Source: an optimization exercise on an open RTL-to-GDS flow (aim: small area, a short achievable clock period and few clock cycles). Production flows keep margins and buffers that such runs may drop. The RTL was checked by simulation tests, not by an equivalence proof against the original design. Power figures rest on the tool's default switching activity, not on a simulated workload.

build 56:
Design gt06_fsr, start of the top module:
module gt06_fsr (
    input  wire       clk,
    input  wire       rst,         
    input  wire       in_valid,
    input  wire [7:0] in_data,
    output wire       in_ready,
    input  wire [6:0] now_yy,
    input  wire [6:0] now_mo,
    input  wire [6:0] now_dd,
    input  wire [6:0] now_hh,
    input  wire [6:0] now_mi,
    input  wire [6:0] now_ss,
    output reg        out_valid,
    output reg  [7:0] out_data,
    output reg        out_last,
    output reg        out_rsp
);
Size: roughly 2400 flip-flops, about 65 I/O pins.
Settings: LEC_CHECK=0, CAP_MARGIN=20, CORE_MARGIN=2, CORE_UTILIZATION=65, CTS_BUF_LIST=sky130_fd_sc_hd__clkbuf_8 sky130_fd_sc_hd__clkbuf_16, CTS_CLUSTER_DIAMETER=50, CTS_CLUSTER_SIZE=20, SLEW_MARGIN=20; clock period 10.0 ns.
standard.sh (not shown) runs the stock make flow with config.mk's settings and CLKGATE_MAP_FILE= SYNTH_SCRIPT=/design/flow/synth_recipe.tcl, a recipe that flattens the netlist after the stock synthesis.
==> flow/flow/run.sh <==
#!/bin/bash
set -euo pipefail
export BUFFER_PORTS_ARGS="-buffer_cell sky130_fd_sc_hd__buf_4"
export SETUP_SLACK_MARGIN=6.9
export CTS_ARGS="-sink_clustering_enable -repair_clock_nets -buf_list sky130_fd_sc_hd__clkbuf_16 -sink_clustering_size 30 -sink_clustering_max_diameter 80 -sink_buffer_max_cap_derate 1.0"
bash standard.sh > run_standard.log 2>&1
Testbench counts of build 56, summed over its fixed seeds: cycles 38,273.
#### Input delta (build 53 over build 56)
- swapping 65 for 70 in CORE_UTILIZATION
- swapping 20 for 5 in SLEW_MARGIN
- swapping 20 for 5 in CAP_MARGIN
==> flow/flow/run.sh <==
#!/bin/bash
# Layout flow: the standard layout (standard.sh) with two changes to how
# the layout is optimised; the constraints (constraint.sdc) are unchanged.
#  - the input and output port buffers are sky130_fd_sc_hd__buf_4 cells
#    instead of the default delay-buffer cell (every port keeps a buffer);
#  - timing repair aims for a larger setup slack than the 10 ns clock needs.
# Tool output goes to run_standard.log here; ORFS keeps its per-step logs
# under orfs/logs.
set -euo pipefail
export BUFFER_PORTS_ARGS="-buffer_cell sky130_fd_sc_hd__buf_4"
export SETUP_SLACK_MARGIN=6.9
bash standard.sh > run_standard.log 2>&1
[summary]
- Placer's final routability congestion estimate, build 53 and build 56, lower one = build 56.
- When build 53 is set beside build 56, its synthesis-to-layout area growth turns out to be 3.6 points larger.
- Between build 53 and build 56, it is build 53 whose die area is lower, by about 7%.
- Looking only at non-clock buffer count, and setting everything else aside, the lower value of build 53 and build 56 goes to build 56.
- Total of flip-flops plus latches after synthesis: build 53 vs build 56 identical
The following lists how build 58 was set up differently from build 53:
- CAP_MARGIN: 5 -> 20
- CORE_UTILIZATION: 70 -> 65
- SLEW_MARGIN: 5 -> 20
==> flow/flow/run.sh <==
#!/bin/bash
# Layout flow: the standard layout (standard.sh, which runs the standard
# synthesis unchanged and the ORFS steps), with three changes to how the
# layout is optimised. The constraints (constraint.sdc) are not touched.
#  - Port buffers: buffer_ports inserts sky130_fd_sc_hd__buf_4 cells instead
#    of the default (slow) delay-buffer cell. Every port keeps its buffer.
#  - Timing repair aims for a larger setup slack than the 10 ns clock needs.
#  - Clock tree: clkbuf_16 buffers with larger sink clusters (30 sinks,
#    80 um), so fewer clock buffers; all flip-flops get the same tree.
# Tool output goes to run_standard.log here; ORFS also keeps its per-step
# logs under orfs/logs.
set -euo pipefail
export BUFFER_PORTS_ARGS="-buffer_cell sky130_fd_sc_hd__buf_4"
export CTS_ARGS="-sink_clustering_enable -repair_clock_nets -buf_list sky130_fd_sc_hd__clkbuf_16 -sink_clustering_size 30 -sink_clustering_max_diameter 80 -sink_buffer_max_cap_derate 1.0"
bash standard.sh > run_standard.log 2>&1
## What came out
- The run with more routed wire is build 53, not build 58.
- Build 58 — vertical die dimension 11 µm higher, build 53 as reference
- sky130_fd_sc_hd__dfxtp_1 as the library cell contributing the largest single delay on the critical path was reported by build 58, and sky130_fd_sc_hd__dfxtp_2 by build 53.
- Count of hold buffers inserted by post-cts repair essentially unchanged between build 58 and build 53.
- Part of the Yosys area used for sequential elements: build 58 vs build 53 identical
- Build 58 leaves less setup margin than build 53.
- Build 58 against build 53: final-layout clock-cell area share fell by 3.2 points, number of routed nets with antenna violations stayed essentially flat, post-route minimum period rose by 39 ps.
The inputs of build 22 differ from those of build 58 as listed below.
diff --git a/flow/flow/run.sh b/flow/flow/run.sh
--- a/flow/flow/run.sh
+++ b/flow/flow/run.sh
@@ -12,4 +12,5 @@
 set -euo pipefail
 export BUFFER_PORTS_ARGS="-buffer_cell sky130_fd_sc_hd__buf_4"
+export SETUP_SLACK_MARGIN=7.0
 export CTS_ARGS="-sink_clustering_enable -repair_clock_nets -buf_list sky130_fd_sc_hd__clkbuf_16 -sink_clustering_size 30 -sink_clustering_max_diameter 80 -sink_buffer_max_cap_derate 1.0"
 bash standard.sh > run_standard.log 2>&1
### Flow results
Relative to build 58, number of optimization iterations in the first detailed-route pass has decreased by 1 in build 22.
On residual DRC count, build 58 tracks build 22 almost exactly.
Build 58 -> build 22: path length in cells of the critical path delta 0, exact match
All-layer global routing usage on build 22 is down relative to build 58.

gt06_fsr again, from the RTL that the note above started with.
==> flow/config.mk <==
export PLATFORM = sky130hd
export DESIGN_NAME = gt06_fsr
export DESIGN_NICKNAME = gt06_fsr
export VERILOG_FILES = /design/flow/design.v
export SDC_FILE = /design/flow/constraint.sdc
export NUM_CORES = 4
export LEC_CHECK = 0
export CAP_MARGIN = 20
export CORE_MARGIN = 2
export CORE_UTILIZATION = 55
export CTS_BUF_LIST = sky130_fd_sc_hd__clkbuf_8 sky130_fd_sc_hd__clkbuf_16
export CTS_CLUSTER_DIAMETER = 50
export CTS_CLUSTER_SIZE = 20
export SLEW_MARGIN = 20
==> flow/constraint.sdc <==
create_clock -name core_clock -period 10.0 [get_ports {clk}]
set_input_delay 2.0000 -clock core_clock [delete_from_list [all_inputs] [get_ports {clk}]]
set_output_delay 2.0000 -clock core_clock [all_outputs]
set_load 0.01 [all_outputs]
==> flow/flow/run.sh <==
#!/bin/bash
# Layout flow: the standard layout (standard.sh, which runs the standard
# synthesis unchanged and the ORFS steps), with three changes to how the
# layout is optimised. The constraints (constraint.sdc) are not touched.
#  - Port buffers: buffer_ports inserts sky130_fd_sc_hd__buf_4 cells instead
#    of the default (slow) delay-buffer cell. Every port keeps its buffer.
#  - Timing repair aims for a larger setup slack than the 10 ns clock needs.
#  - Clock tree: clkbuf_16 buffers with larger sink clusters (30 sinks,
#    80 um), so fewer clock buffers; all flip-flops get the same tree.
# Tool output goes to run_standard.log here; ORFS also keeps its per-step
# logs under orfs/logs.
set -euo pipefail
export BUFFER_PORTS_ARGS="-buffer_cell sky130_fd_sc_hd__buf_4"
export SETUP_SLACK_MARGIN=6.9
export CTS_ARGS="-sink_clustering_enable -repair_clock_nets -buf_list sky130_fd_sc_hd__clkbuf_16 -sink_clustering_size 30 -sink_clustering_max_diameter 80 -sink_buffer_max_cap_derate 1.0"
bash standard.sh > run_standard.log 2>&1
The baseline completed with no timing, DRC or antenna violations.
Testbench counts at the start, summed over its fixed seeds: cycles 38,273.
Then changed:
--- a/flow/flow/run.sh
+++ b/flow/flow/run.sh
@@ -15 +15 @@
-export CTS_ARGS="-sink_clustering_enable -repair_clock_nets -buf_list sky130_fd_sc_hd__clkbuf_16 -sink_clustering_size 30 -sink_clustering_max_diameter 80 -sink_buffer_max_cap_derate 1.0"
+export CTS_ARGS="-sink_clustering_enable -repair_clock_nets -buf_list sky130_fd_sc_hd__clkbuf_16 -sink_clustering_size 32 -sink_clustering_max_diameter 70 -sink_buffer_max_cap_derate 1.0"
- CORE_UTILIZATION: 55 -> 65
Final area hardly moves.
Global-route usage is higher by 4.0 points.
Total power grows slightly.
Critical path depth stays the same.
Hold slack loses 0.0082 ns.
Via count goes up slightly.
Sequential share of layout area barely changes.
Final cell count decreases by a few percent.
Routed wire length fell slightly.
Synthesized area is unchanged.
Register-to-register slack gains 0.06 ns.
Then changed:
==> flow/flow/run.sh (replaced) <==
#!/bin/bash
set -euo pipefail
export BUFFER_PORTS_ARGS="-buffer_cell sky130_fd_sc_hd__buf_4"
export SETUP_SLACK_MARGIN=6.9
export CTS_ARGS="-sink_clustering_enable -repair_clock_nets -buf_list {sky130_fd_sc_hd__clkbuf_8 sky130_fd_sc_hd__clkbuf_16} -root_buf sky130_fd_sc_hd__clkbuf_16 -sink_clustering_size 24 -sink_clustering_max_diameter 60 -sink_clustering_levels 1"
bash standard.sh > run_standard.log 2>&1
Result: The new run completed without violations; cell area goes up by 2.1%; routed wire length is higher by 1.1%; cell count rose by 1.2%; register-to-register slack gains 0.21 ns; die area does not change; fmax decreases by 0.87%; global-route usage grows by 0.42 points; core utilization climbs by 1.5 points; worst setup slack got worse by 0.028 ns.
Then changed:
==> flow/flow/run.sh (replaced) <==
#!/bin/bash
# Layout flow: the standard layout (standard.sh, which runs the standard
# synthesis unchanged and the ORFS steps), with three changes to how the
# layout is optimised. The constraints (constraint.sdc) are not touched.
#  - Port buffers: buffer_ports inserts sky130_fd_sc_hd__buf_4 cells instead
#    of the default (slow) delay-buffer cell. Every port keeps its buffer.
#  - Timing repair aims for a larger setup slack than the 10 ns clock needs.
#  - Clock tree: clkbuf_16 buffers with larger sink clusters (30 sinks,
#    80 um), so fewer clock buffers; all flip-flops get the same tree.
# Tool output goes to run_standard.log here; ORFS also keeps its per-step
# logs under orfs/logs.
set -euo pipefail
export BUFFER_PORTS_ARGS="-buffer_cell sky130_fd_sc_hd__buf_4"
export SETUP_SLACK_MARGIN=6.9
export CTS_ARGS="-sink_clustering_enable -repair_clock_nets -buf_list sky130_fd_sc_hd__clkbuf_16 -sink_clustering_size 30 -sink_clustering_max_diameter 80 -sink_buffer_max_cap_derate 1.0"
bash standard.sh > run_standard.log 2>&1
Total power falls by 8.8%.
Clock skew rises by 0.0036 ns.
Fmax climbs by about 0.9%.
Utilization fell by 1.9 points.
Worst hold slack gets better by 0.0054 ns.
First-iteration DRC count came out lower by about 2.8%.
Final area decreases by about 2.6%.
Die area stays the same.
Via count fell by about 0.8%.
Sequential share of layout area is higher by 1.9 points.
Then changed:
- GPL_ROUTABILITY_DRIVEN: not set -> 0
- GPL_TIMING_DRIVEN: not set -> 0
Outcome: Area after synthesis is unchanged. Global-route usage is higher by 5.2 points. Die area is unchanged.
Then changed:
==> flow/flow/run.sh (replaced) <==
#!/bin/bash
# Layout flow: the standard layout (standard.sh) with two changes to how
# the layout is optimised; the constraints (constraint.sdc) are unchanged.
#  - the input and output port buffers are sky130_fd_sc_hd__buf_4 cells
#    instead of the default delay-buffer cell (every port keeps a buffer);
#  - timing repair aims for a larger setup slack than the 10 ns clock needs.
# Tool output goes to run_standard.log here; ORFS keeps its per-step logs
# under orfs/logs.
set -euo pipefail
export BUFFER_PORTS_ARGS="-buffer_cell sky130_fd_sc_hd__buf_4"
export SETUP_SLACK_MARGIN=6.9
bash standard.sh > run_standard.log 2>&1
- GPL_ROUTABILITY_DRIVEN: 0 -> not set
- GPL_TIMING_DRIVEN: 0 -> not set
Outcome: The new run ran to the end with no violations. Utilization came out higher by 1.4 points. Global-route usage came out lower by 4.7 points. Synthesized area is unchanged. First-iteration DRC count came out lower by 30%.

-- re-timing with driven ports --
In the flow no input, the clock included, has a driving cell. The finished layouts below were timed again as built, in two steps.
Step 1: set_driving_cell puts a clkbuf_16 on clk and a buf_2 on each other input, an assumption about the parent block.
Step 2 times the ports against the registers' clock, not the clock port: input delays grow and output delays shrink by t, the midpoint of the rising clock arrivals with the driver on.
Three values: no drivers, after step 1, after step 2; two values: the first two.
run	t, ns	slack for setup (ns)	worst setup path at the end	worst data-port slew with drivers (ns)
build 56	0.773	6.836 / 6.768 / 6.694	input to register	0.07
build 53	0.816	6.821 / 6.746 / 6.677	input to register	0.07
build 58	0.752	6.782 / 6.714 / 6.702	input to register	0.06
build 22	0.769	6.837 / 6.769 / 6.718	input to register	0.07
the first run of note 2	0.770	6.835 / 6.767 / 6.721	input to register	0.06
the second run of note 2	0.770	6.836 / 6.767 / 6.697	input to register	0.07
the third run of note 2	0.797	6.808 / 6.743 / 6.675	input to register	0.07
the fourth run of note 2	0.773	6.836 / 6.768 / 6.694	input to register	0.07
the fifth run of note 2	0.780	6.703 / 6.703 / 6.331	input to register	0.06
the sixth run of note 2	0.803	6.828 / 6.760 / 6.680	input to register	0.07
After both steps setup and hold are still met in every run listed. For the fifth run of note 2, which loses most, drivers alone change the setup slack by 0.000 ns; drivers and shift together by -0.372 ns.
